What follows belongs to an exercise in optimizing a design on an open flow for small area, a short achievable clock period and few clock cycles per item; a production flow would make more cautious choices.
Function was checked by simulation only, so behaviour that the tests miss may differ from the original.

==> flow/design.v, too long to show whole: its modules and the start of the top module <==
// module tpaq_hasher: 146 lines
// module mul_c: 489 lines
// module mul_cm: 192 lines
// module mul_k1_0: 570 lines
// module mul_k2_0: 486 lines
// module mul_k1_1: 162 lines
// module mul_k2_1: 486 lines
// module mul_k1_2: 375 lines
// module mul_k2_2: 486 lines
// module mul_k1_3: 573 lines
// module mul_k2_3: 489 lines
// module mul_k1_4: 573 lines
// module mul_k2_4: 489 lines
// module mul_k1_5: 576 lines
// module mul_k2_5: 489 lines
// module mul_k1_6: 576 lines
// module mul_k2_6: 489 lines
// module hash_h: 415 lines
module tpaq_hasher (
    input  wire         clk,
    input  wire         rst,
    input  wire         in_valid,
    output wire         in_ready,
    input  wire         in_op,
    input  wire [149:0] in_data,
    output reg          out_valid,
    output reg          out_err,
    output reg  [223:0] out_ctx,
    output reg  [31:0]  out_c4,
    output reg  [23:0]  out_h
);
  // ...
==> flow/run.sh <==
#!/bin/bash
# synth_recipe.tcl (not shown) runs the flow's synth.tcl, then flattens the netlist and writes it again
# the make line also repeats each setting of config.mk as NAME=value (left out here)
make -C /OpenROAD-flow-scripts/flow DESIGN_CONFIG=/design/flow/config.mk WORK_HOME=/design/flow/orfs CLKGATE_MAP_FILE= SYNTH_SCRIPT=/design/flow/synth_recipe.tcl finish
==> flow/config.mk <==
export PLATFORM = sky130hd
export DESIGN_NAME = tpaq_hasher
export DESIGN_NICKNAME = tpaq_hasher
export VERILOG_FILES = /design/flow/design.v
export SDC_FILE = /design/flow/constraint.sdc
export NUM_CORES = 4
export LEC_CHECK = 0
export CAP_MARGIN = 20
export CORE_MARGIN = 2
export CORE_UTILIZATION = 40
export SLEW_MARGIN = 20
==> flow/constraint.sdc <==
create_clock -name core_clock -period 28.0 [get_ports {clk}]
set_input_delay 5.6000 -clock core_clock [delete_from_list [all_inputs] [get_ports {clk}]]
set_output_delay 5.6000 -clock core_clock [all_outputs]
set_load 0.01 [all_outputs]
==> impl_metrics.py, run 1 <==
metrics = {
    "finish": {
        "dominant_cells": "multi-input combinational cells",
        "buffers": 566,
        "fin_nets": 15440,
        "final_layout_size_suffix_gt1_share_pct": 3.589,
        "multi_input_gates": 7727,
        "buffer_area_share_pct": 4.127,
        "largest_reg_flops": 224,
    },
    "floorplan": {
        "rows": 197,
        "core_mm2": 0.2884,
    },
    "placement": {
        "port_buffers": 435,
        "dpl-instance-area_mm2": 0.1256,
        "routabilityCongestion": 0.9415,
    },
    "worst_setup_path": {
        "cp.required_ns": 28.75,
    },
    "route": {
        "routed-wl-met2_mm": 148.6,
        "top_layer_used": "met5",
        "drt_pass1_iterations": 8,
        "wl_met1_mm": 145.6,
        "wl_met3_mm": 21.64,
    },
    "clock_network": {
        "clock_latency_ns": 0.89,
    },
    "yosys": {
        "synth-async-reset-ratio_pct": 0,
        "synth_ff_type": "dfxtp_1",
        "ys_top_cells_by_area": "fa_1, dfxtp_1, ha_1, inv_1, xnor2_1",
        "synth_compound_gate_area_share_pct": 8.878,
        "synth_mux_area_share_pct": 0.6820,
    },
    "min_path": {
        "hold_depth": 0,
        "hold_path_startpoint": "c4_b[27]$_DFF_P_",
    },
    "sta": {
        "timing.final.ws_setup_ns": 19.71,
        "finalHoldViolCount": 0,
        "tns_ns": 0,
    },
    "global_routing": {
        "grt_pass1_wl_mm": 504.6,
        "top_usage_layer": "met2",
    },
    "run_status": {
        "outcome": "no timing/DRC/antenna violations",
    },
}
Testbench counts, summed over its fixed seeds: cycles 32,024, items 32,000.
==> module tpaq_hasher, before the edit <==
module tpaq_hasher (
    input  wire         clk,
    input  wire         rst,
    input  wire         in_valid,
    output wire         in_ready,
    input  wire         in_op,
    input  wire [149:0] in_data,
    output reg          out_valid,
    output reg          out_err,
    output reg  [223:0] out_ctx,
    output reg  [31:0]  out_c4,
    output reg  [23:0]  out_h
);
    localparam [31:0] C  = 32'd200002979;
    localparam [31:0] CC = C * C;
    function [31:0] hash_c;
        input [31:0] py;
        input [31:0] y;
        reg   [31:0] g;
        begin
            g = CC ^ py;
            hash_c = {g[31], g[31:1]} ^ {{9{g[31]}}, g[31:9]} ^ {{2{C[31]}}, C[31:2]}
                   ^ {{3{y[31]}}, y[31:3]} ^ C;
        end
    endfunction
    assign in_ready = 1'b1;
    reg [31:0] c4, c8;
    reg [23:0] hp;           
    reg        hfull;
    reg [30:0] pos, bc;
    reg        text;         
    reg        v_s, e_s;
    wire [7:0]  b       = in_data[7:0];
    wire        refuse  = &pos;
    wire [7:0]  h_lo    = hfull ? 8'd0 : c4[7:0];
    wire [23:0] h_cur   = hp + {16'd0, h_lo};
    wire [23:0] hp_n;        
    wire [30:0] pos_inc = pos + 31'd1;
    wire [30:0] bc_inc  = bc + 31'd1;
    wire        text0   = bc < (pos_inc >> 2);
    wire        text1   = bc_inc < (pos_inc >> 2);
    hash_h u_h (.hp(hp), .m(h_lo), .c(c4[15:0]), .y(hp_n));
    always @(posedge clk) begin
        if (rst) begin
            c4 <= 32'd0; c8 <= 32'd0; hp <= 24'd0; hfull <= 1'b1;
            pos <= 31'd0; bc <= 31'd0; text <= 1'b0;
            v_s <= 1'b0; e_s <= 1'b0;
        end else begin
            v_s <= in_valid;
            e_s <= in_valid && !in_op && refuse;
            if (in_valid) begin
                if (in_op) begin
                    c4    <= in_data[31:0];
                    c8    <= in_data[63:32];
                    hp    <= in_data[87:64];
                    hfull <= 1'b1;
                    pos   <= in_data[118:88];
                    bc    <= in_data[149:119];
                end else if (!refuse) begin
                    c4    <= {c4[23:0], b};
                    c8    <= {c8[23:0], c4[31:24]};
                    hp    <= hp_n;
                    hfull <= 1'b0;
                    pos   <= pos_inc;
                    bc    <= b[7] ? bc_inc : bc;
                    text  <= b[7] ? text1 : text0;
                end
            end
        end
    end
    reg        v_a, e_a, text_a;
    reg [31:0] c4_a, p_a, m_a, x6_a;
    reg [15:0] c8l_a;
    reg [23:0] h_a;
    wire [31:0] c4_sr = {{16{c4[31]}}, c4[31:16]};
    wire [31:0] c8_sr = {{16{c8[31]}}, c8[31:16]};
    wire [31:0] h1 = (text && (c4 & 32'h80808080) == 32'd0) ? c4 : c4_sr;
    wire [31:0] h2 = (text && (c8 & 32'h80808080) == 32'd0) ? c8 : c8_sr;
    wire [31:0] h1c, h2c, pc, mc;
    mul_c  u_h1 (.x(h1), .y(h1c));
    mul_c  u_h2 (.x(h2), .y(h2c));
    mul_c  u_p  (.x(c4), .y(pc));
    mul_cm u_m  (.x(c4), .y(mc));
    wire [31:0] g6 = h1c ^ h2c;
    always @(posedge clk) begin
        if (rst) begin
            v_a <= 1'b0; e_a <= 1'b0;
        end else begin
            v_a <= v_s; e_a <= e_s;
        end
        text_a <= text;
        c4_a   <= c4;
        c8l_a  <= c8[15:0];
        h_a    <= h_cur;
        p_a    <= pc;
        m_a    <= mc;
        x6_a   <= {g6[31], g6[31:1]} ^ {{9{g6[31]}}, g6[31:9]} ^ {{2{h1[31]}}, h1[31:2]}
                ^ {{3{h2[31]}}, h2[31:3]} ^ C;
    end
    reg        v_b, e_b;
    reg [31:0] c4_b;
    reg [23:0] h_b;
    reg [223:0] t_b;
    wire [31:0] x0 = text_a ? (c4_a ^ {16'd0, c8l_a}) : {c4_a[31:16], 16'd0};
    wire [31:0] x1 = hash_c(p_a << 24, c4_a << 24);
    wire [31:0] x2 = hash_c(p_a << 16, c4_a << 16);
    wire [31:0] x3 = hash_c(p_a << 8,  c4_a << 8);
    wire [31:0] x4 = hash_c(m_a,       c4_a & 32'hF0F0F0F0);
    wire [31:0] x5 = hash_c(p_a,       c4_a);
    wire [223:0] t_n;
    mul_k1_0 u_k10 (.x(x0),   .y(t_n[ 31:  0]));
    mul_k1_1 u_k11 (.x(x1),   .y(t_n[ 63: 32]));
    mul_k1_2 u_k12 (.x(x2),   .y(t_n[ 95: 64]));
    mul_k1_3 u_k13 (.x(x3),   .y(t_n[127: 96]));
    mul_k1_4 u_k14 (.x(x4),   .y(t_n[159:128]));
    mul_k1_5 u_k15 (.x(x5),   .y(t_n[191:160]));
    mul_k1_6 u_k16 (.x(x6_a), .y(t_n[223:192]));
    always @(posedge clk) begin
        if (rst) begin
            v_b <= 1'b0; e_b <= 1'b0;
        end else begin
            v_b <= v_a; e_b <= e_a;
        end
        c4_b <= c4_a;
        h_b  <= h_a;
        t_b  <= t_n;
    end
    wire [223:0] ctx_n;
    mul_k2_0 u_k20 (.x({t_b[ 15:  0], t_b[ 31: 16]}), .y(ctx_n[ 31:  0]));
    mul_k2_1 u_k21 (.x({t_b[ 47: 32], t_b[ 63: 48]}), .y(ctx_n[ 63: 32]));
    mul_k2_2 u_k22 (.x({t_b[ 79: 64], t_b[ 95: 80]}), .y(ctx_n[ 95: 64]));
    mul_k2_3 u_k23 (.x({t_b[111: 96], t_b[127:112]}), .y(ctx_n[127: 96]));
    mul_k2_4 u_k24 (.x({t_b[143:128], t_b[159:144]}), .y(ctx_n[159:128]));
    mul_k2_5 u_k25 (.x({t_b[175:160], t_b[191:176]}), .y(ctx_n[191:160]));
    mul_k2_6 u_k26 (.x({t_b[207:192], t_b[223:208]}), .y(ctx_n[223:192]));
    always @(posedge clk) begin
        if (rst) begin
            out_valid <= 1'b0; out_err <= 1'b0;
        end else begin
            out_valid <= v_b; out_err <= e_b;
        end
        out_c4  <= c4_b;
        out_h   <= h_b;
        out_ctx <= ctx_n;
    end
endmodule
==> inputs of run 2 (changes only) <==
--- a/flow/design.v
+++ b/flow/design.v
@@ -19,106 +19,111 @@
         reg   [31:0] g;
         begin
             g = CC ^ py;
             hash_c = {g[31], g[31:1]} ^ {{9{g[31]}}, g[31:9]} ^ {{2{C[31]}}, C[31:2]}
                    ^ {{3{y[31]}}, y[31:3]} ^ C;
         end
     endfunction
     assign in_ready = 1'b1;
+    reg         v_r, op_r;
+    reg [149:0] d_r;
+    always @(posedge clk) begin
+        if (rst) v_r <= 1'b0;
+        else     v_r <= in_valid;
+        op_r <= in_op;
+        d_r  <= in_data;
+    end
     reg [31:0] c4, c8;
-    reg [23:0] hp;           
-    reg        hfull;
+    reg [23:0] h;
     reg [30:0] pos, bc;
     reg        text;         
+    reg        sel1, sel2;   
     reg        v_s, e_s;
-    wire [7:0]  b       = in_data[7:0];
+    wire [7:0]  b       = d_r[7:0];
     wire        refuse  = &pos;
-    wire [7:0]  h_lo    = hfull ? 8'd0 : c4[7:0];
-    wire [23:0] h_cur   = hp + {16'd0, h_lo};
-    wire [23:0] hp_n;        
+    wire [23:0] h_n;         
     wire [30:0] pos_inc = pos + 31'd1;
     wire [30:0] bc_inc  = bc + 31'd1;
     wire        text0   = bc < (pos_inc >> 2);
     wire        text1   = bc_inc < (pos_inc >> 2);
-    hash_h u_h (.hp(hp), .m(h_lo), .c(c4[15:0]), .y(hp_n));
+    wire        text_n  = b[7] ? text1 : text0;
+    hash_h u_h (.h(h), .c({c4[15:0], b}), .y(h_n));
     always @(posedge clk) begin
         if (rst) begin
-            c4 <= 32'd0; c8 <= 32'd0; hp <= 24'd0; hfull <= 1'b1;
-            pos <= 31'd0; bc <= 31'd0; text <= 1'b0;
+            c4 <= 32'd0; c8 <= 32'd0; h <= 24'd0;
+            pos <= 31'd0; bc <= 31'd0;
             v_s <= 1'b0; e_s <= 1'b0;
         end else begin
-            v_s <= in_valid;
-            e_s <= in_valid && !in_op && refuse;
-            if (in_valid) begin
-                if (in_op) begin
-                    c4    <= in_data[31:0];
-                    c8    <= in_data[63:32];
-                    hp    <= in_data[87:64];
-                    hfull <= 1'b1;
-                    pos   <= in_data[118:88];
-                    bc    <= in_data[149:119];
+            v_s <= v_r;
+            e_s <= v_r && !op_r && refuse;
+            if (v_r) begin
+                if (op_r) begin
+                    c4  <= d_r[31:0];
+                    c8  <= d_r[63:32];
+                    h   <= d_r[87:64];
+                    pos <= d_r[118:88];
+                    bc  <= d_r[149:119];
                 end else if (!refuse) begin
-                    c4    <= {c4[23:0], b};
-                    c8    <= {c8[23:0], c4[31:24]};
-                    hp    <= hp_n;
-                    hfull <= 1'b0;
-                    pos   <= pos_inc;
-                    bc    <= b[7] ? bc_inc : bc;
-                    text  <= b[7] ? text1 : text0;
+                    c4  <= {c4[23:0], b};
+                    c8  <= {c8[23:0], c4[31:24]};
+                    h   <= h_n;
+                    pos <= pos_inc;
+                    bc  <= b[7] ? bc_inc : bc;
                 end
             end
         end
+        text <= text_n;
+        sel1 <= text_n && !c4[23] && !c4[15] && !c4[7] && !b[7];
+        sel2 <= text_n && !c8[23] && !c8[15] && !c8[7] && !c4[31];
     end
     reg        v_a, e_a, text_a;
-    reg [31:0] c4_a, p_a, m_a, x6_a;
+    reg [31:0] c4_a, x1_a, x2_a, x3_a, x4_a, x5_a, x6_a;
     reg [15:0] c8l_a;
     reg [23:0] h_a;
     wire [31:0] c4_sr = {{16{c4[31]}}, c4[31:16]};
     wire [31:0] c8_sr = {{16{c8[31]}}, c8[31:16]};
-    wire [31:0] h1 = (text && (c4 & 32'h80808080) == 32'd0) ? c4 : c4_sr;
-    wire [31:0] h2 = (text && (c8 & 32'h80808080) == 32'd0) ? c8 : c8_sr;
+    wire [31:0] h1 = sel1 ? c4 : c4_sr;
+    wire [31:0] h2 = sel2 ? c8 : c8_sr;
     wire [31:0] h1c, h2c, pc, mc;
     mul_c  u_h1 (.x(h1), .y(h1c));
     mul_c  u_h2 (.x(h2), .y(h2c));
     mul_c  u_p  (.x(c4), .y(pc));
     mul_cm u_m  (.x(c4), .y(mc));
     wire [31:0] g6 = h1c ^ h2c;
     always @(posedge clk) begin
         if (rst) begin
             v_a <= 1'b0; e_a <= 1'b0;
         end else begin
             v_a <= v_s; e_a <= e_s;
         end
         text_a <= text;
         c4_a   <= c4;
         c8l_a  <= c8[15:0];
-        h_a    <= h_cur;
-        p_a    <= pc;
-        m_a    <= mc;
+        h_a    <= h;
+        x1_a   <= hash_c(pc << 24, c4 << 24);
+        x2_a   <= hash_c(pc << 16, c4 << 16);
+        x3_a   <= hash_c(pc << 8,  c4 << 8);
+        x4_a   <= hash_c(mc,       c4 & 32'hF0F0F0F0);
+        x5_a   <= hash_c(pc,       c4);
         x6_a   <= {g6[31], g6[31:1]} ^ {{9{g6[31]}}, g6[31:9]} ^ {{2{h1[31]}}, h1[31:2]}
                 ^ {{3{h2[31]}}, h2[31:3]} ^ C;
     end
     reg        v_b, e_b;
     reg [31:0] c4_b;
     reg [23:0] h_b;
     reg [223:0] t_b;
     wire [31:0] x0 = text_a ? (c4_a ^ {16'd0, c8l_a}) : {c4_a[31:16], 16'd0};
-    wire [31:0] x1 = hash_c(p_a << 24, c4_a << 24);
-    wire [31:0] x2 = hash_c(p_a << 16, c4_a << 16);
-    wire [31:0] x3 = hash_c(p_a << 8,  c4_a << 8);
-    wire [31:0] x4 = hash_c(m_a,       c4_a & 32'hF0F0F0F0);
-    wire [31:0] x5 = hash_c(p_a,       c4_a);
     wire [223:0] t_n;
     mul_k1_0 u_k10 (.x(x0),   .y(t_n[ 31:  0]));
-    mul_k1_1 u_k11 (.x(x1),   .y(t_n[ 63: 32]));
-    mul_k1_2 u_k12 (.x(x2),   .y(t_n[ 95: 64]));
-    mul_k1_3 u_k13 (.x(x3),   .y(t_n[127: 96]));
-    mul_k1_4 u_k14 (.x(x4),   .y(t_n[159:128]));
-    mul_k1_5 u_k15 (.x(x5),   .y(t_n[191:160]));
+    mul_k1_1 u_k11 (.x(x1_a), .y(t_n[ 63: 32]));
+    mul_k1_2 u_k12 (.x(x2_a), .y(t_n[ 95: 64]));
+    mul_k1_3 u_k13 (.x(x3_a), .y(t_n[127: 96]));
+    mul_k1_4 u_k14 (.x(x4_a), .y(t_n[159:128]));
+    mul_k1_5 u_k15 (.x(x5_a), .y(t_n[191:160]));
     mul_k1_6 u_k16 (.x(x6_a), .y(t_n[223:192]));
     always @(posedge clk) begin
         if (rst) begin
             v_b <= 1'b0; e_b <= 1'b0;
         end else begin
             v_b <= v_a; e_b <= e_a;
         end
         c4_b <= c4_a;
@@ -7639,423 +7644,254 @@
     wire w321, w322;
     assign w321 = ~w213 ^ w262 ^ w263;
     assign w322 = (~w213 & w262) | (~w213 & w263) | (w262 & w263);
     wire w323, w324;
     assign w323 = ~w217 ^ w264 ^ w265;
     assign w324 = (~w217 & w264) | (~w217 & w265) | (w264 & w265);
     assign y = {~w322, ~w320, ~w318, ~w316, ~w314, ~w312, ~w310, ~w308, ~w306, w304, w302, w300, w298, w296, w294, w292, w290, w288, ~w286, ~w284, ~w282, w280, ~w278, ~w276, ~w274, ~w272, ~w270, ~w268, x[3], ~x[1], ~x[0], x[0]} + {~w323, ~w321, ~w319, ~w317, ~w315, ~w313, ~w311, ~w309, ~w307, ~w305, w303, w301, w299, w297, w295, w293, w291, w289, w287, ~w285, ~w283, ~w281, w279, ~w277, ~w275, ~w273, ~w271, ~w269, w267, x[2], x[1], 1'b0};
 endmodule
-module hash_h (input wire [23:0] hp, input wire [7:0] m, input wire [15:0] c,
-               output wire [23:0] y);
+module hash_h (input wire [23:0] h, input wire [23:0] c, output wire [23:0] y);
     wire w1, w2;
-    assign w1 = hp[15] ^ hp[11];
-    assign w2 = hp[15] | hp[11];
+    assign w1 = h[11] ^ h[9];
+    assign w2 = h[11] | h[9];
     wire w3, w4;
-    assign w3 = hp[18] ^ hp[16];
-    assign w4 = hp[18] | hp[16];
+    assign w3 = h[10] ^ h[6] ^ h[4];
+    assign w4 = (h[10] & h[6]) | (h[10] & h[4]) | (h[6] & h[4]);
     wire w5, w6;
-    assign w5 = hp[11] ^ hp[9];
-    assign w6 = hp[11] | hp[9];
+    assign w5 = h[13] ^ h[11] ^ h[7];
+    assign w6 = (h[13] & h[11]) | (h[13] & h[7]) | (h[11] & h[7]);
     wire w7, w8;
-    assign w7 = hp[12] ^ hp[10] ^ hp[6];
-    assign w8 = (hp[12] & hp[10]) | (hp[12] & hp[6]) | (hp[10] & hp[6]);
+    assign w7 = h[5] ^ h[3];
+    assign w8 = h[5] | h[3];
     wire w9, w10;
-    assign w9 = m[6] ^ hp[4];
-    assign w10 = m[6] | hp[4];
+    assign w9 = h[12] ^ h[8] ^ h[6];
+    assign w10 = (h[12] & h[8]) | (h[12] & h[6]) | (h[8] & h[6]);
     wire w11, w12;
-    assign w11 = hp[11] ^ hp[7] ^ m[7];
-    assign w12 = (hp[11] & hp[7]) | (hp[11] & m[7]) | (hp[7] & m[7]);
+    assign w11 = h[4] ^ h[2] ^ h[0];
+    assign w12 = (h[4] & h[2]) | (h[4] & h[0]) | (h[2] & h[0]);
     wire w13, w14;
-    assign w13 = hp[5] ^ m[5] ^ hp[3];
-    assign w14 = (hp[5] & m[5]) | (hp[5] & hp[3]) | (m[5] & hp[3]);
+    assign w13 = h[15] ^ h[13] ^ h[9];
+    assign w14 = (h[15] & h[13]) | (h[15] & h[9]) | (h[13] & h[9]);
     wire w15, w16;
-    assign w15 = hp[12] ^ hp[8] ^ hp[6];
-    assign w16 = (hp[12] & hp[8]) | (hp[12] & hp[6]) | (hp[8] & hp[6]);
+    assign w15 = h[7] ^ h[5] ^ h[3];
+    assign w16 = (h[7] & h[5]) | (h[7] & h[3]) | (h[5] & h[3]);
     wire w17, w18;
-    assign w17 = m[6] ^ hp[4] ^ m[4];
-    assign w18 = (m[6] & hp[4]) | (m[6] & m[4]) | (hp[4] & m[4]);
+    assign w17 = h[1] ^ h[14];
+    assign w18 = h[1] | h[14];
     wire w19, w20;
-    assign w19 = hp[2] ^ m[2] ^ hp[0];
-    assign w20 = (hp[2] & m[2]) | (hp[2] & hp[0]) | (m[2] & hp[0]);
+    assign w19 = h[16] ^ h[14] ^ h[10];
+    assign w20 = (h[16] & h[14]) | (h[16] & h[10]) | (h[14] & h[10]);
     wire w21, w22;
-    assign w21 = hp[15] ^ hp[13] ^ hp[9];
-    assign w22 = (hp[15] & hp[13]) | (hp[15] & hp[9]) | (hp[13] & hp[9]);
+    assign w21 = h[8] ^ h[6] ^ h[4];
+    assign w22 = (h[8] & h[6]) | (h[8] & h[4]) | (h[6] & h[4]);
     wire w23, w24;
-    assign w23 = hp[7] ^ m[7] ^ hp[5];
-    assign w24 = (hp[7] & m[7]) | (hp[7] & hp[5]) | (m[7] & hp[5]);
+    assign w23 = ~h[2] ^ h[0] ^ c[20];
+    assign w24 = (~h[2] & h[0]) | (~h[2] & c[20]) | (h[0] & c[20]);
     wire w25, w26;
-    assign w25 = m[5] ^ hp[3] ^ m[3];
-    assign w26 = (m[5] & hp[3]) | (m[5] & m[3]) | (hp[3] & m[3]);
+    assign w25 = h[17] ^ h[15] ^ h[11];
+    assign w26 = (h[17] & h[15]) | (h[17] & h[11]) | (h[15] & h[11]);
     wire w27, w28;
-    assign w27 = hp[1] ^ m[1];
-    assign w28 = hp[1] | m[1];
+    assign w27 = h[9] ^ h[7] ^ h[5];
+    assign w28 = (h[9] & h[7]) | (h[9] & h[5]) | (h[7] & h[5]);
     wire w29, w30;
-    assign w29 = hp[14] ^ hp[10] ^ hp[8];
-    assign w30 = (hp[14] & hp[10]) | (hp[14] & hp[8]) | (hp[10] & hp[8]);
+    assign w29 = ~h[3] ^ h[1] ^ c[21];
+    assign w30 = (~h[3] & h[1]) | (~h[3] & c[21]) | (h[1] & c[21]);
     wire w31, w32;
-    assign w31 = hp[6] ^ m[6] ^ hp[4];
-    assign w32 = (hp[6] & m[6]) | (hp[6] & hp[4]) | (m[6] & hp[4]);
+    assign w31 = h[18] ^ h[16] ^ h[12];
+    assign w32 = (h[18] & h[16]) | (h[18] & h[12]) | (h[16] & h[12]);
     wire w33, w34;
-    assign w33 = hp[0] ^ m[0] ^ c[12];
-    assign w34 = (hp[0] & m[0]) | (hp[0] & c[12]) | (m[0] & c[12]);
+    assign w33 = h[10] ^ h[8] ^ h[6];
+    assign w34 = (h[10] & h[8]) | (h[10] & h[6]) | (h[8] & h[6]);
     wire w35, w36;
-    assign w35 = m[4] ^ hp[2] ^ m[2];
-    assign w36 = (m[4] & hp[2]) | (m[4] & m[2]) | (hp[2] & m[2]);
+    assign w35 = ~h[4] ^ h[2] ^ c[22];
+    assign w36 = (~h[4] & h[2]) | (~h[4] & c[22]) | (h[2] & c[22]);
     wire w37, w38;
-    assign w37 = hp[9] ^ hp[7] ^ m[7];
-    assign w38 = (hp[9] & hp[7]) | (hp[9] & m[7]) | (hp[7] & m[7]);
+    assign w37 = h[19] ^ h[17] ^ h[13];
+    assign w38 = (h[19] & h[17]) | (h[19] & h[13]) | (h[17] & h[13]);
     wire w39, w40;
-    assign w39 = hp[1] ^ m[1] ^ c[13];
-    assign w40 = (hp[1] & m[1]) | (hp[1] & c[13]) | (m[1] & c[13]);
+    assign w39 = h[11] ^ h[9] ^ h[7];
+    assign w40 = (h[11] & h[9]) | (h[11] & h[7]) | (h[9] & h[7]);
     wire w41, w42;
-    assign w41 = hp[5] ^ m[5] ^ hp[3];
-    assign w42 = (hp[5] & m[5]) | (hp[5] & hp[3]) | (m[5] & hp[3]);
+    assign w41 = ~h[5] ^ h[3] ^ c[23];
+    assign w42 = (~h[5] & h[3]) | (~h[5] & c[23]) | (h[3] & c[23]);
     wire w43, w44;
-    assign w43 = m[3] ^ hp[16] ^ ~hp[17];
-    assign w44 = (m[3] & hp[16]) | (m[3] & ~hp[17]) | (hp[16] & ~hp[17]);
+    assign w43 = h[7] ^ h[5];
+    assign w44 = h[7] | h[5];
     wire w45, w46;
-    assign w45 = hp[12] ^ hp[10] ^ hp[8];
-    assign w46 = (hp[12] & hp[10]) | (hp[12] & hp[8]) | (hp[10] & hp[8]);
+    assign w45 = h[6] ^ h[2] ^ h[0];
+    assign w46 = (h[6] & h[2]) | (h[6] & h[0]) | (h[2] & h[0]);
     wire w47, w48;
-    assign w47 = hp[6] ^ m[6] ^ hp[4];
-    assign w48 = (hp[6] & m[6]) | (hp[6] & hp[4]) | (m[6] & hp[4]);
+    assign w47 = h[9] ^ h[7] ^ h[3];
+    assign w48 = (h[9] & h[7]) | (h[9] & h[3]) | (h[7] & h[3]);
     wire w49, w50;
-    assign w49 = hp[2] ^ m[2] ^ c[14];
-    assign w50 = (hp[2] & m[2]) | (hp[2] & c[14]) | (m[2] & c[14]);
+    assign w49 = h[1] ^ h[8];
+    assign w50 = h[1] | h[8];
     wire w51, w52;
-    assign w51 = m[4] ^ hp[17] ^ w2;
-    assign w52 = (m[4] & hp[17]) | (m[4] & w2) | (hp[17] & w2);
+    assign w51 = h[8] ^ h[4] ^ h[2];
+    assign w52 = (h[8] & h[4]) | (h[8] & h[2]) | (h[4] & h[2]);
     wire w53, w54;
-    assign w53 = hp[17] ^ hp[13] ^ hp[11];
-    assign w54 = (hp[17] & hp[13]) | (hp[17] & hp[11]) | (hp[13] & hp[11]);
+    assign w53 = ~h[0] ^ c[14] ^ h[10];
+    assign w54 = (~h[0] & c[14]) | (~h[0] & h[10]) | (c[14] & h[10]);
     wire w55, w56;
-    assign w55 = hp[9] ^ hp[7] ^ m[7];
-    assign w56 = (hp[9] & hp[7]) | (hp[9] & m[7]) | (hp[7] & m[7]);
+    assign w55 = h[5] ^ h[3] ^ h[1];
+    assign w56 = (h[5] & h[3]) | (h[5] & h[1]) | (h[3] & h[1]);
     wire w57, w58;
-    assign w57 = hp[3] ^ m[3] ^ c[15];
-    assign w58 = (hp[3] & m[3]) | (hp[3] & c[15]) | (m[3] & c[15]);
+    assign w57 = c[15] ^ ~h[10] ^ w1;
+    assign w58 = (c[15] & ~h[10]) | (c[15] & w1) | (~h[10] & w1);
     wire w59, w60;
-    assign w59 = hp[5] ^ m[5] ^ w4;
-    assign w60 = (hp[5] & m[5]) | (hp[5] & w4) | (m[5] & w4);
+    assign w59 = h[2] ^ h[0] ^ w2;
+    assign w60 = (h[2] & h[0]) | (h[2] & w2) | (h[0] & w2);
     wire w61, w62;
-    assign w61 = hp[6] ^ m[6];
-    assign w62 = hp[6] | m[6];
+    assign w61 = c[16] ^ h[12] ^ ~w3;
+    assign w62 = (c[16] & h[12]) | (c[16] & ~w3) | (h[12] & ~w3);
     wire w63, w64;
-    assign w63 = m[7] ^ hp[5] ^ m[5];
-    assign w64 = (m[7] & hp[5]) | (m[7] & m[5]) | (hp[5] & m[5]);
+    assign w63 = h[1] ^ h[12] ^ w4;
+    assign w64 = (h[1] & h[12]) | (h[1] & w4) | (h[12] & w4);
     wire w65, w66;
-    assign w65 = hp[6] ^ m[6] ^ hp[2];
-    assign w66 = (hp[6] & m[6]) | (hp[6] & hp[2]) | (m[6] & hp[2]);
+    assign w65 = c[17] ^ ~w5 ^ w7;
+    assign w66 = (c[17] & ~w5) | (c[17] & w7) | (~w5 & w7);
     wire w67, w68;
-    assign w67 = m[2] ^ hp[0] ^ m[0];
-    assign w68 = (m[2] & hp[0]) | (m[2] & m[0]) | (hp[0] & m[0]);
+    assign w67 = w6 ^ w8 ^ w9;
+    assign w68 = (w6 & w8) | (w6 & w9) | (w8 & w9);
     wire w69, w70;
-    assign w69 = hp[9] ^ hp[7] ^ m[7];
-    assign w70 = (hp[9] & hp[7]) | (hp[9] & m[7]) | (hp[7] & m[7]);
+    assign w69 = c[18] ^ h[14] ^ ~w11;
+    assign w70 = (c[18] & h[14]) | (c[18] & ~w11) | (h[14] & ~w11);
     wire w71, w72;
-    assign w71 = hp[3] ^ m[3] ^ hp[1];
-    assign w72 = (hp[3] & m[3]) | (hp[3] & hp[1]) | (m[3] & hp[1]);
+    assign w71 = w10 ^ w12 ^ w13;
+    assign w72 = (w10 & w12) | (w10 & w13) | (w12 & w13);
     wire w73, w74;
-    assign w73 = m[1] ^ hp[8];
-    assign w74 = m[1] | hp[8];
+    assign w73 = c[19] ^ ~w15 ^ w17;
+    assign w74 = (c[19] & ~w15) | (c[19] & w17) | (~w15 & w17);
     wire w75, w76;
-    assign w75 = hp[8] ^ hp[4] ^ m[4];
-    assign w76 = (hp[8] & hp[4]) | (hp[8] & m[4]) | (hp[4] & m[4]);
+    assign w75 = w14 ^ w16 ^ w18;
+    assign w76 = (w14 & w16) | (w14 & w18) | (w16 & w18);
     wire w77, w78;
-    assign w77 = hp[2] ^ m[2] ^ hp[0];
-    assign w78 = (hp[2] & m[2]) | (hp[2] & hp[0]) | (m[2] & hp[0]);
+    assign w77 = w19 ^ w21 ^ ~w23;
+    assign w78 = (w19 & w21) | (w19 & ~w23) | (w21 & ~w23);
     wire w79, w80;
-    assign w79 = ~m[0] ^ c[6] ^ hp[10];
-    assign w80 = (~m[0] & c[6]) | (~m[0] & hp[10]) | (c[6] & hp[10]);
+    assign w79 = w20 ^ w22 ^ w25;
+    assign w80 = (w20 & w22) | (w20 & w25) | (w22 & w25);
     wire w81, w82;
-    assign w81 = hp[5] ^ m[5] ^ hp[3];
-    assign w82 = (hp[5] & m[5]) | (hp[5] & hp[3]) | (m[5] & hp[3]);
+    assign w81 = w24 ^ ~w27 ^ w29;
+    assign w82 = (w24 & ~w27) | (w24 & w29) | (~w27 & w29);
     wire w83, w84;
-    assign w83 = m[3] ^ hp[1] ^ m[1];
-    assign w84 = (m[3] & hp[1]) | (m[3] & m[1]) | (hp[1] & m[1]);
+    assign w83 = w26 ^ w28 ^ w31;
+    assign w84 = (w26 & w28) | (w26 & w31) | (w28 & w31);
     wire w85, w86;
-    assign w85 = c[7] ^ ~hp[10] ^ w5;
-    assign w86 = (c[7] & ~hp[10]) | (c[7] & w5) | (~hp[10] & w5);
+    assign w85 = w30 ^ ~w33 ^ w35;
+    assign w86 = (w30 & ~w33) | (w30 & w35) | (~w33 & w35);
     wire w87, w88;
-    assign w87 = m[4] ^ hp[2] ^ m[2];
-    assign w88 = (m[4] & hp[2]) | (m[4] & m[2]) | (hp[2] & m[2]);
+    assign w87 = w32 ^ w34 ^ w37;
+    assign w88 = (w32 & w34) | (w32 & w37) | (w34 & w37);
     wire w89, w90;
-    assign w89 = hp[0] ^ m[0] ^ w6;
-    assign w90 = (hp[0] & m[0]) | (hp[0] & w6) | (m[0] & w6);
+    assign w89 = w36 ^ ~w39 ^ w41;
+    assign w90 = (w36 & ~w39) | (w36 & w41) | (~w39 & w41);
     wire w91, w92;
-    assign w91 = c[8] ^ ~w7 ^ w9;
-    assign w92 = (c[8] & ~w7) | (c[8] & w9) | (~w7 & w9);
+    assign w91 = h[3] ^ h[1];
+    assign w92 = h[3] | h[1];
     wire w93, w94;
-    assign w93 = m[3] ^ hp[1] ^ m[1];
-    assign w94 = (m[3] & hp[1]) | (m[3] & m[1]) | (hp[1] & m[1]);
+    assign w93 = h[4] ^ h[2];
+    assign w94 = h[4] | h[2];
     wire w95, w96;
-    assign w95 = w8 ^ w10 ^ w11;
-    assign w96 = (w8 & w10) | (w8 & w11) | (w10 & w11);
+    assign w95 = h[5] ^ h[3];
+    assign w96 = h[5] | h[3];
     wire w97, w98;
-    assign w97 = c[9] ^ hp[13] ^ ~w13;
-    assign w98 = (c[9] & hp[13]) | (c[9] & ~w13) | (hp[13] & ~w13);
+    assign w97 = h[4] ^ h[0] ^ ~c[10];
+    assign w98 = (h[4] & h[0]) | (h[4] & ~c[10]) | (h[0] & ~c[10]);
     wire w99, w100;
-    assign w99 = m[0] ^ hp[13] ^ w12;
-    assign w100 = (m[0] & hp[13]) | (m[0] & w12) | (hp[13] & w12);
+    assign w99 = h[1] ^ ~c[11] ^ h[6];
+    assign w100 = (h[1] & ~c[11]) | (h[1] & h[6]) | (~c[11] & h[6]);
     wire w101, w102;
-    assign w101 = w14 ^ w15 ^ w17;
-    assign w102 = (w14 & w15) | (w14 & w17) | (w15 & w17);
+    assign w101 = c[12] ^ h[8] ^ ~w44;
+    assign w102 = (c[12] & h[8]) | (c[12] & ~w44) | (h[8] & ~w44);
     wire w103, w104;
-    assign w103 = c[10] ^ hp[14] ^ ~w19;
-    assign w104 = (c[10] & hp[14]) | (c[10] & ~w19) | (hp[14] & ~w19);
+    assign w103 = ~c[13] ^ w46 ^ w47;
+    assign w104 = (~c[13] & w46) | (~c[13] & w47) | (w46 & w47);
     wire w105, w106;
-    assign w105 = hp[14] ^ w16 ^ w18;
-    assign w106 = (hp[14] & w16) | (hp[14] & w18) | (w16 & w18);
+    assign w105 = w48 ^ w50 ^ w51;
+    assign w106 = (w48 & w50) | (w48 & w51) | (w50 & w51);
     wire w107, w108;
-    assign w107 = w20 ^ w21 ^ w23;
-    assign w108 = (w20 & w21) | (w20 & w23) | (w21 & w23);
+    assign w107 = w52 ^ ~w54 ^ w55;
+    assign w108 = (w52 & ~w54) | (w52 & w55) | (~w54 & w55);
     wire w109, w110;
-    assign w109 = c[11] ^ ~w25 ^ w27;
-    assign w110 = (c[11] & ~w25) | (c[11] & w27) | (~w25 & w27);
+    assign w109 = w56 ^ ~w58 ^ w59;
+    assign w110 = (w56 & ~w58) | (w56 & w59) | (~w58 & w59);
     wire w111, w112;
-    assign w111 = w22 ^ w24 ^ w26;
-    assign w112 = (w22 & w24) | (w22 & w26) | (w24 & w26);
+    assign w111 = w60 ^ ~w62 ^ w63;
+    assign w112 = (w60 & ~w62) | (w60 & w63) | (~w62 & w63);
     wire w113, w114;
-    assign w113 = w28 ^ w29 ^ w31;
-    assign w114 = (w28 & w29) | (w28 & w31) | (w29 & w31);
+    assign w113 = w64 ^ ~w66 ^ w67;
+    assign w114 = (w64 & ~w66) | (w64 & w67) | (~w66 & w67);
     wire w115, w116;
-    assign w115 = hp[16] ^ w33 ^ ~w35;
-    assign w116 = (hp[16] & w33) | (hp[16] & ~w35) | (w33 & ~w35);
+    assign w115 = w68 ^ ~w70 ^ w71;
+    assign w116 = (w68 & ~w70) | (w68 & w71) | (~w70 & w71);
     wire w117, w118;
-    assign w117 = w30 ^ w32 ^ w36;
-    assign w118 = (w30 & w32) | (w30 & w36) | (w32 & w36);
+    assign w117 = w72 ^ w75 ^ w77;
+    assign w118 = (w72 & w75) | (w72 & w77) | (w75 & w77);
     wire w119, w120;
-    assign w119 = w1 ^ w34 ^ w39;
-    assign w120 = (w1 & w34) | (w1 & w39) | (w34 & w39);
+    assign w119 = w76 ^ w78 ^ w79;
+    assign w120 = (w76 & w78) | (w76 & w79) | (w78 & w79);
     wire w121, w122;
-    assign w121 = w37 ^ w41 ^ w43;
-    assign w122 = (w37 & w41) | (w37 & w43) | (w41 & w43);
+    assign w121 = w80 ^ ~w82 ^ w83;
+    assign w122 = (w80 & ~w82) | (w80 & w83) | (~w82 & w83);
     wire w123, w124;
-    assign w123 = w38 ^ w42 ^ w44;
-    assign w124 = (w38 & w42) | (w38 & w44) | (w42 & w44);
+    assign w123 = w84 ^ ~w86 ^ w87;
+    assign w124 = (w84 & ~w86) | (w84 & w87) | (~w86 & w87);
     wire w125, w126;
-    assign w125 = w3 ^ w40 ^ w49;
-    assign w126 = (w3 & w40) | (w3 & w49) | (w40 & w49);
+    assign w125 = h[1] ^ h[0];
+    assign w126 = h[1] | h[0];
     wire w127, w128;
-    assign w127 = w45 ^ w47 ^ w51;
-    assign w128 = (w45 & w47) | (w45 & w51) | (w47 & w51);
+    assign w127 = ~h[0] ^ c[6] ^ h[2];
+    assign w128 = (~h[0] & c[6]) | (~h[0] & h[2]) | (c[6] & h[2]);
     wire w129, w130;
-    assign w129 = w46 ^ w48 ^ w52;
-    assign w130 = (w46 & w48) | (w46 & w52) | (w48 & w52);
+    assign w129 = c[7] ^ ~h[2] ^ w91;
+    assign w130 = (c[7] & ~h[2]) | (c[7] & w91) | (~h[2] & w91);
     wire w131, w132;
-    assign w131 = hp[19] ^ w50 ^ w57;
-    assign w132 = (hp[19] & w50) | (hp[19] & w57) | (w50 & w57);
+    assign w131 = c[8] ^ ~w92 ^ w93;
+    assign w132 = (c[8] & ~w92) | (c[8] & w93) | (~w92 & w93);
     wire w133, w134;
-    assign w133 = w53 ^ w55 ^ w59;
-    assign w134 = (w53 & w55) | (w53 & w59) | (w55 & w59);
+    assign w133 = c[9] ^ ~w94 ^ w95;
+    assign w134 = (c[9] & ~w94) | (c[9] & w95) | (~w94 & w95);
     wire w135, w136;
-    assign w135 = hp[2] ^ m[2];
-    assign w136 = hp[2] | m[2];
+    assign w135 = ~h[6] ^ w96 ^ w97;
+    assign w136 = (~h[6] & w96) | (~h[6] & w97) | (w96 & w97);
     wire w137, w138;
-    assign w137 = m[3] ^ hp[1];
-    assign w138 = m[3] | hp[1];
+    assign w137 = ~w43 ^ w98 ^ w99;
+    assign w138 = (~w43 & w98) | (~w43 & w99) | (w98 & w99);
     wire w139, w140;
-    assign w139 = hp[4] ^ m[4] ^ hp[2];
-    assign w140 = (hp[4] & m[4]) | (hp[4] & hp[2]) | (m[4] & hp[2]);
+    assign w139 = w45 ^ w100 ^ ~w101;
+    assign w140 = (w45 & w100) | (w45 & ~w101) | (w100 & ~w101);
     wire w141, w142;
-    assign w141 = m[2] ^ hp[3];
-    assign w142 = m[2] | hp[3];
+    assign w141 = w49 ^ w102 ^ ~w103;
+    assign w142 = (w49 & w102) | (w49 & ~w103) | (w102 & ~w103);
     wire w143, w144;
-    assign w143 = hp[5] ^ m[5] ^ hp[3];
-    assign w144 = (hp[5] & m[5]) | (hp[5] & hp[3]) | (m[5] & hp[3]);
+    assign w143 = ~w53 ^ w104 ^ w105;
+    assign w144 = (~w53 & w104) | (~w53 & w105) | (w104 & w105);
     wire w145, w146;
-    assign w145 = m[3] ^ c[1];
-    assign w146 = c[1] & ~m[3];
+    assign w145 = ~w57 ^ w106 ^ w107;
+    assign w146 = (~w57 & w106) | (~w57 & w107) | (w106 & w107);
     wire w147, w148;
-    assign w147 = hp[4] ^ m[4] ^ hp[0];
-    assign w148 = (hp[4] & m[4]) | (hp[4] & hp[0]) | (m[4] & hp[0]);
+    assign w147 = ~w61 ^ w108 ^ w109;
+    assign w148 = (~w61 & w108) | (~w61 & w109) | (w108 & w109);
     wire w149, w150;
-    assign w149 = ~m[0] ^ c[2] ^ w61;
-    assign w150 = (~m[0] & c[2]) | (~m[0] & w61) | (c[2] & w61);
+    assign w149 = ~w65 ^ w110 ^ w111;
+    assign w150 = (~w65 & w110) | (~w65 & w111) | (w110 & w111);
     wire w151, w152;
-    assign w151 = hp[1] ^ m[1] ^ w62;
-    assign w152 = (hp[1] & m[1]) | (hp[1] & w62) | (m[1] & w62);
+    assign w151 = ~w69 ^ w112 ^ w113;
+    assign w152 = (~w69 & w112) | (~w69 & w113) | (w112 & w113);
     wire w153, w154;
-    assign w153 = c[3] ^ hp[7] ^ ~w63;
-    assign w154 = (c[3] & hp[7]) | (c[3] & ~w63) | (hp[7] & ~w63);
+    assign w153 = ~w73 ^ w114 ^ w115;
+    assign w154 = (~w73 & w114) | (~w73 & w115) | (w114 & w115);
     wire w155, w156;
-    assign w155 = hp[7] ^ w64 ^ w65;
-    assign w156 = (hp[7] & w64) | (hp[7] & w65) | (w64 & w65);
+    assign w155 = ~w74 ^ w116 ^ w117;
+    assign w156 = (~w74 & w116) | (~w74 & w117) | (w116 & w117);
     wire w157, w158;
-    assign w157 = c[4] ^ hp[8] ^ ~w67;
-    assign w158 = (c[4] & hp[8]) | (c[4] & ~w67) | (hp[8] & ~w67);
+    assign w157 = ~w81 ^ w118 ^ w119;
+    assign w158 = (~w81 & w118) | (~w81 & w119) | (w118 & w119);
     wire w159, w160;
-    assign w159 = w66 ^ w68 ^ w69;
-    assign w160 = (w66 & w68) | (w66 & w69) | (w68 & w69);
+    assign w159 = ~w85 ^ w120 ^ w121;
+    assign w160 = (~w85 & w120) | (~w85 & w121) | (w120 & w121);
     wire w161, w162;
-    assign w161 = c[5] ^ ~w71 ^ w73;
-    assign w162 = (c[5] & ~w71) | (c[5] & w73) | (~w71 & w73);
-    wire w163, w164;
-    assign w163 = w70 ^ w72 ^ w74;
-    assign w164 = (w70 & w72) | (w70 & w74) | (w72 & w74);
-    wire w165, w166;
-    assign w165 = w75 ^ w77 ^ ~w79;
-    assign w166 = (w75 & w77) | (w75 & ~w79) | (w77 & ~w79);
-    wire w167, w168;
-    assign w167 = w76 ^ w78 ^ w81;
-    assign w168 = (w76 & w78) | (w76 & w81) | (w78 & w81);
-    wire w169, w170;
-    assign w169 = w80 ^ ~w83 ^ w85;
-    assign w170 = (w80 & ~w83) | (w80 & w85) | (~w83 & w85);
-    wire w171, w172;
-    assign w171 = w82 ^ w84 ^ w87;
-    assign w172 = (w82 & w84) | (w82 & w87) | (w84 & w87);
-    wire w173, w174;
-    assign w173 = w86 ^ ~w89 ^ w91;
-    assign w174 = (w86 & ~w89) | (w86 & w91) | (~w89 & w91);
-    wire w175, w176;
-    assign w175 = w88 ^ w90 ^ w93;
-    assign w176 = (w88 & w90) | (w88 & w93) | (w90 & w93);
-    wire w177, w178;
-    assign w177 = w92 ^ ~w95 ^ w97;
-    assign w178 = (w92 & ~w95) | (w92 & w97) | (~w95 & w97);
-    wire w179, w180;
-    assign w179 = w94 ^ w96 ^ w99;
-    assign w180 = (w94 & w96) | (w94 & w99) | (w96 & w99);
-    wire w181, w182;
-    assign w181 = w98 ^ ~w101 ^ w103;
-    assign w182 = (w98 & ~w101) | (w98 & w103) | (~w101 & w103);
-    wire w183, w184;
-    assign w183 = w100 ^ w102 ^ w105;
-    assign w184 = (w100 & w102) | (w100 & w105) | (w102 & w105);
-    wire w185, w186;
-    assign w185 = w104 ^ ~w107 ^ w109;
-    assign w186 = (w104 & ~w107) | (w104 & w109) | (~w107 & w109);
-    wire w187, w188;
-    assign w187 = w106 ^ w108 ^ w111;
-    assign w188 = (w106 & w108) | (w106 & w111) | (w108 & w111);
-    wire w189, w190;
-    assign w189 = w110 ^ ~w113 ^ w115;
-    assign w190 = (w110 & ~w113) | (w110 & w115) | (~w113 & w115);
-    wire w191, w192;
-    assign w191 = w112 ^ w114 ^ w117;
-    assign w192 = (w112 & w114) | (w112 & w117) | (w114 & w117);
-    wire w193, w194;
-    assign w193 = w116 ^ w119 ^ ~w121;
-    assign w194 = (w116 & w119) | (w116 & ~w121) | (w119 & ~w121);
-    wire w195, w196;
-    assign w195 = w118 ^ w122 ^ w123;
-    assign w196 = (w118 & w122) | (w118 & w123) | (w122 & w123);
-    wire w197, w198;
-    assign w197 = w120 ^ w125 ^ ~w127;
-    assign w198 = (w120 & w125) | (w120 & ~w127) | (w125 & ~w127);
-    wire w199, w200;
-    assign w199 = w124 ^ w128 ^ w129;
-    assign w200 = (w124 & w128) | (w124 & w129) | (w128 & w129);
-    wire w201, w202;
-    assign w201 = w126 ^ w131 ^ ~w133;
-    assign w202 = (w126 & w131) | (w126 & ~w133) | (w131 & ~w133);
-    wire w203, w204;
-    assign w203 = hp[0] ^ m[0];
-    assign w204 = hp[0] | m[0];
-    wire w205, w206;
-    assign w205 = m[1] ^ ~hp[3] ^ w136;
-    assign w206 = (m[1] & ~hp[3]) | (m[1] & w136) | (~hp[3] & w136);
-    wire w207, w208;
-    assign w207 = ~c[0] ^ w138 ^ w139;
-    assign w208 = (~c[0] & w138) | (~c[0] & w139) | (w138 & w139);
-    wire w209, w210;
-    assign w209 = w140 ^ w142 ^ w143;
-    assign w210 = (w140 & w142) | (w140 & w143) | (w142 & w143);
-    wire w211, w212;
-    assign w211 = w144 ^ ~w146 ^ w147;
-    assign w212 = (w144 & ~w146) | (w144 & w147) | (~w146 & w147);
-    wire w213, w214;
-    assign w213 = w148 ^ ~w150 ^ w151;
-    assign w214 = (w148 & ~w150) | (w148 & w151) | (~w150 & w151);
-    wire w215, w216;
-    assign w215 = w152 ^ ~w154 ^ w155;
-    assign w216 = (w152 & ~w154) | (w152 & w155) | (~w154 & w155);
-    wire w217, w218;
-    assign w217 = w156 ^ ~w158 ^ w159;
-    assign w218 = (w156 & ~w158) | (w156 & w159) | (~w158 & w159);
-    wire w219, w220;
-    assign w219 = w160 ^ w163 ^ w165;
-    assign w220 = (w160 & w163) | (w160 & w165) | (w163 & w165);
-    wire w221, w222;
-    assign w221 = w164 ^ w166 ^ w167;
-    assign w222 = (w164 & w166) | (w164 & w167) | (w166 & w167);
-    wire w223, w224;
-    assign w223 = w168 ^ ~w170 ^ w171;
-    assign w224 = (w168 & ~w170) | (w168 & w171) | (~w170 & w171);
-    wire w225, w226;
-    assign w225 = w172 ^ ~w174 ^ w175;
-    assign w226 = (w172 & ~w174) | (w172 & w175) | (~w174 & w175);
-    wire w227, w228;
-    assign w227 = w176 ^ ~w178 ^ w179;
-    assign w228 = (w176 & ~w178) | (w176 & w179) | (~w178 & w179);
-    wire w229, w230;
-    assign w229 = w180 ^ ~w182 ^ w183;
-    assign w230 = (w180 & ~w182) | (w180 & w183) | (~w182 & w183);
-    wire w231, w232;
-    assign w231 = w184 ^ ~w186 ^ w187;
-    assign w232 = (w184 & ~w186) | (w184 & w187) | (~w186 & w187);
-    wire w233, w234;
-    assign w233 = w188 ^ ~w190 ^ w191;
-    assign w234 = (w188 & ~w190) | (w188 & w191) | (~w190 & w191);
-    wire w235, w236;
-    assign w235 = w192 ^ ~w194 ^ w195;
-    assign w236 = (w192 & ~w194) | (w192 & w195) | (~w194 & w195);
-    wire w237, w238;
-    assign w237 = w196 ^ ~w198 ^ w199;
-    assign w238 = (w196 & ~w198) | (w196 & w199) | (~w198 & w199);
-    wire w239, w240;
-    assign w239 = w135 ^ w203;
-    assign w240 = w135 & w203;
-    wire w241, w242;
-    assign w241 = ~w137 ^ w204 ^ w205;
-    assign w242 = (~w137 & w204) | (~w137 & w205) | (w204 & w205);
-    wire w243, w244;
-    assign w243 = ~w141 ^ w206 ^ w207;
-    assign w244 = (~w141 & w206) | (~w141 & w207) | (w206 & w207);
-    wire w245, w246;
-    assign w245 = w145 ^ w208 ^ w209;
-    assign w246 = (w145 & w208) | (w145 & w209) | (w208 & w209);
-    wire w247, w248;
-    assign w247 = ~w149 ^ w210 ^ w211;
-    assign w248 = (~w149 & w210) | (~w149 & w211) | (w210 & w211);
-    wire w249, w250;
-    assign w249 = ~w153 ^ w212 ^ w213;
-    assign w250 = (~w153 & w212) | (~w153 & w213) | (w212 & w213);
-    wire w251, w252;
-    assign w251 = ~w157 ^ w214 ^ w215;
-    assign w252 = (~w157 & w214) | (~w157 & w215) | (w214 & w215);
-    wire w253, w254;
-    assign w253 = ~w161 ^ w216 ^ w217;
-    assign w254 = (~w161 & w216) | (~w161 & w217) | (w216 & w217);
-    wire w255, w256;
-    assign w255 = ~w162 ^ w218 ^ w219;
-    assign w256 = (~w162 & w218) | (~w162 & w219) | (w218 & w219);
-    wire w257, w258;
-    assign w257 = ~w169 ^ w220 ^ w221;
-    assign w258 = (~w169 & w220) | (~w169 & w221) | (w220 & w221);
-    wire w259, w260;
-    assign w259 = ~w173 ^ w222 ^ w223;
-    assign w260 = (~w173 & w222) | (~w173 & w223) | (w222 & w223);
-    wire w261, w262;
-    assign w261 = ~w177 ^ w224 ^ w225;
-    assign w262 = (~w177 & w224) | (~w177 & w225) | (w224 & w225);
-    wire w263, w264;
-    assign w263 = ~w181 ^ w226 ^ w227;
-    assign w264 = (~w181 & w226) | (~w181 & w227) | (w226 & w227);
-    wire w265, w266;
-    assign w265 = ~w185 ^ w228 ^ w229;
-    assign w266 = (~w185 & w228) | (~w185 & w229) | (w228 & w229);
-    wire w267, w268;
-    assign w267 = ~w189 ^ w230 ^ w231;
-    assign w268 = (~w189 & w230) | (~w189 & w231) | (w230 & w231);
-    wire w269, w270;
-    assign w269 = ~w193 ^ w232 ^ w233;
-    assign w270 = (~w193 & w232) | (~w193 & w233) | (w232 & w233);
-    wire w271, w272;
-    assign w271 = ~w197 ^ w234 ^ w235;
-    assign w272 = (~w197 & w234) | (~w197 & w235) | (w234 & w235);
-    wire w273, w274;
-    assign w273 = ~w201 ^ w236 ^ w237;
-    assign w274 = (~w201 & w236) | (~w201 & w237) | (w236 & w237);
-    assign y = {~w272, ~w270, ~w268, ~w266, ~w264, ~w262, ~w260, ~w258, ~w256, ~w254, ~w252, ~w250, ~w248, ~w246, ~w244, ~w242, w240, ~hp[1], ~m[1], ~hp[0], 1'b0, 1'b0, 1'b0, 1'b0} + {~w273, ~w271, ~w269, ~w267, ~w265, ~w263, ~w261, ~w259, ~w257, ~w255, ~w253, ~w251, ~w249, ~w247, ~w245, ~w243, ~w241, w239, hp[1], ~m[0], 1'b0, 1'b0, 1'b0, 1'b0};
+    assign w161 = ~w89 ^ w122 ^ w123;
+    assign w162 = (~w89 & w122) | (~w89 & w123) | (w122 & w123);
+    assign y = {~w160, ~w158, ~w156, ~w154, ~w152, ~w150, ~w148, ~w146, ~w144, w142, ~w140, ~w138, ~w136, w134, w132, w130, w128, ~w126, c[5], c[4], c[3], c[2], c[1], c[0]} + {~w161, ~w159, ~w157, ~w155, ~w153, ~w151, ~w149, ~w147, ~w145, ~w143, w141, ~w139, ~w137, ~w135, w133, w131, w129, w127, w125, h[0], 1'b0, 1'b0, 1'b0, 1'b0};
 endmodule
==> run 2 against run 1 <==
- non-clock buffer count shrank 32
- wire length shrank 2.9%
- worst setup slack gained 0.97 ns
- critical path depth shrank 6
- highest routed layer unchanged
==> impl_metrics.py, run 2 <==
metrics = {
    "yosys": {
        "ys_top_cells_by_area": "fa_1, dfxtp_1, ha_1, inv_1, xnor2_1",
        "yosysMostFrequentCell": "inv_1",
        "yosys_warnings": 1,
        "ys_types": 99,
        "ys_ff_latch": 1065,
        "avgSynthCellArea_um2": 10.43,
        "yosysSeqAreaShare_pct": 17.96,
        "syn_area_mm2": 0.1187,
        "synth_ff_type": "dfxtp_1",
        "synth_top_area_share_pct": 39.97,
        "synthCells": 11380,
        "synth_fp_nets": 14830,
        "synth-async-reset-ratio_pct": 0,
        "synthTopCellsByCount": "inv_1, fa_1, dfxtp_1",
        "yosys.area.top_type": "fa_1",
        "synth-edff-count": 0,
    },
    "job": {
        "cap_violations": 0,
    },
    "min_path": {
        "hold_path_startpoint": "h_a[13]$_DFF_P_",
        "worstHoldPathType": "flip-flop to flip-flop",
    },
    "sta": {
        "slew_viol_final": 0,
        "fin_worst_skew_ns": 0.06498,
        "tightest_slew_ns": 1.126,
        "finalSetupViolCount": 0,
        "post-route-min-period_ns": 7.319,
        "finalHoldViolCount": 0,
        "fmax_mhz": 136.6,
        "period_share_pct": 26.14,
        "rsz0062_at_grt": "false",
        "relSlewSlack_pct": 24.84,
        "tns_ns": 0,
    },
    "worst_setup_path": {
        "crit_path_end_kind": "output pin",
        "crit_start": "out_h[17]$_DFF_P_",
        "critical_path_arrival_ns": 1.72,
        "cp.required_ns": 22.40,
        "cpPeakStageDelay_ns": 0.56,
        "cp_top_family": "buffers and inverters",
        "critPathBufInv": 1,
        "r2r-start": "sel1$_DFF_P_",
        "critPathKind": "flip-flop to output pin",
        "slowest_stage": "clkdlybuf4s50_1",
        "crit_chain": "clkdlybuf4s50_1",
        "worstPathMaxFanout": 1,
        "start_kind": "flip-flop",
    },
    "global_routing": {
        "grt_pass1_vias": 82580,
        "grt_overflow_total": 0,
        "grt_pass1_wl_mm": 494.3,
        "grt_max_degree": 92,
        "grtUsageTotal_pct": 21.45,
        "antenna_found_initial": 29,
    },
    "finish": {
        "top_register": "out_ctx",
        "final_layout_size_suffix_gt1_share_pct": 3.127,
        "layout_commonest_cell": "inv_1",
        "largestRegisters": "out_ctx: 224 flops, t_b: 201 flops, d_r: 150 flops",
        "post-route-util_pct": 44.80,
        "fillers": 27930,
        "syn_to_final_growth_pct": 11.75,
        "fin_nets": 15380,
        "largest_reg_flops": 224,
        "final_cell_mix": "inv_1, fa_1, dfxtp_1",
    },
    "floorplan": {
        "die_h_um": 548.7,
        "die_area_mm2": 0.3011,
        "fp.dieW_um": 548.7,
        "ios": 437,
        "rows": 200,
        "start_util_pct": 40.09,
        "core_mm2": 0.2960,
    },
    "clock_network": {
        "clk_path_buf_depth": 4,
        "hold_buffers": 0,
        "clock-sinks": 1065,
        "htree_levels": 4,
        "cts_tree": "done",
        "cts_resized": 0,
        "cts_setup_buffers": 0,
        "cts_root_buf": "clkbuf_16",
        "clock_latency_ns": 0.85,
        "numCtsBuffers": 134,
        "clkTransAtPathRegs_ns": 0.06,
    },
    "route": {
        "avgRoutedWirePerCell_um": 19.73,
        "routed_via_density": 4.838,
        "drt_iter0_drc": 4643,
        "ant_nets": 0,
        "drt_pass1_iterations": 6,
        "vias": 77300,
        "wirelength_mm": 315.3,
        "post-route-drc-count": 0,
    },
    "run_status": {
        "outcome": "no timing/DRC/antenna violations",
    },
    "placement": {
        "port_buffers": 435,
        "routabilityCongestion": 0.9426,
        "hpwl_mm": 261.9,
    },
}
[run 2: cell count changes in the layout (fill, tap and decap cells not counted), moves of 24 or more]
cell,delta
dfxtp_1,+206
nand2_1,-80
a21oi_1,-56
mux2i_1,+42
inv_1,+132
nand3_1,-27
nor2_1,-61
clkbuf_16,+24
xor2_1,-47
fa_1,+66
ha_1,-49
buf_4,-31
xnor2_1,-142
[run 2: per-layer routing]
metal	track usage (%)	share of wire [%]
met1	30.03	45
met4	6.075	3.0
met3	3.726	6.0
met2	34.11	46
met5	0	0.058
[run 2: worst paths after layout]
check / end / slack, ns / cells past startpoint
worst max-delay path: out_h[17] / 20.68 / 1
worst min-delay path: h_b[13]$_DFF_P_ / 0.32 / 0
worst max register to register: x6_a[27]$_DFF_P_ / 20.70 / 19
worst min register to register: h_b[13]$_DFF_P_ / 0.32 / 0
[run 2: area by class of cell]
cell class	count	area [um^2]	area share (%)
diodes	12	30.03	0.02264
well taps	3939	4928	3.716
clock buffers	173	3702	2.791
flip-flops and latches	1065	21330	16.08
repair buffers	534	5095	3.841
clock inverters	61	625.6	0.4717
multi-input cells	7328	86170	64.97
inverters	2865	10750	8.108
[run 2: logic make-up (layout without fill, tap and decap cells)]
kind of cell | count (synthesis) | in the layout | synth area share (%)
AO/OA/AOI/OAI | 1562 | 1562 | 8.504
other | 1 | 13 | 0.003160
XOR/XNOR | 1110 | 1110 | 8.290
flip-flops | 1065 | 1065 | 17.96
buffers and inverters | 2982 | 3633 | 9.460
multiplexers | 117 | 117 | 1.005
AND/OR/NAND/NOR | 1230 | 1230 | 4.924
adder cells (fa/ha/maj) | 3308 | 3308 | 49.85
[run 2: through the flow]
stage                     area, um^2  worst slack [ns]  hold slack (ns)  instances
after floorplan               118700             21.07           0.3096      11380
after global placement        128300             20.19           0.3105      15730
after detailed placement      128300             20.18           0.3121      15730
after CTS                     132600             20.60           0.3160      15970
after global routing          132600             20.36           0.3306      15970
final                         132600             20.68           0.3239      15980
Testbench counts of run 2, summed over its fixed seeds: cycles 32,032, items 32,000.

[re-timing with driven ports]
The results above use ideal ports. As a check the final layouts listed here were re-extracted and re-timed, cells and wires unchanged. Step 1 sets driving cells, clkbuf_16 on the clock port and buf_2 on the other inputs (assumed; they add their load-dependent delay and slew). Step 2 times the ports against the registers' clock, not the clock port: input delays grow and output delays shrink by t, the midpoint of the rising clock arrivals with the driver on. Three values: ideal ports, drivers, drivers and shift; two values: the first two.
| run | t (ns) | setup WS [ns] | pins driven straight from the clock port |
|---|---|---|---|
| run 1 | 0.966 | 19.709 / 19.766 / 18.800 | 1 |
| run 2 | 0.923 | 20.681 / 20.574 / 20.148 | 1 |
After both steps setup and hold are still met in every run listed. The setup slack of run 1, which loses most, moves by +0.057 ns with the drivers and by -0.909 ns with both steps.
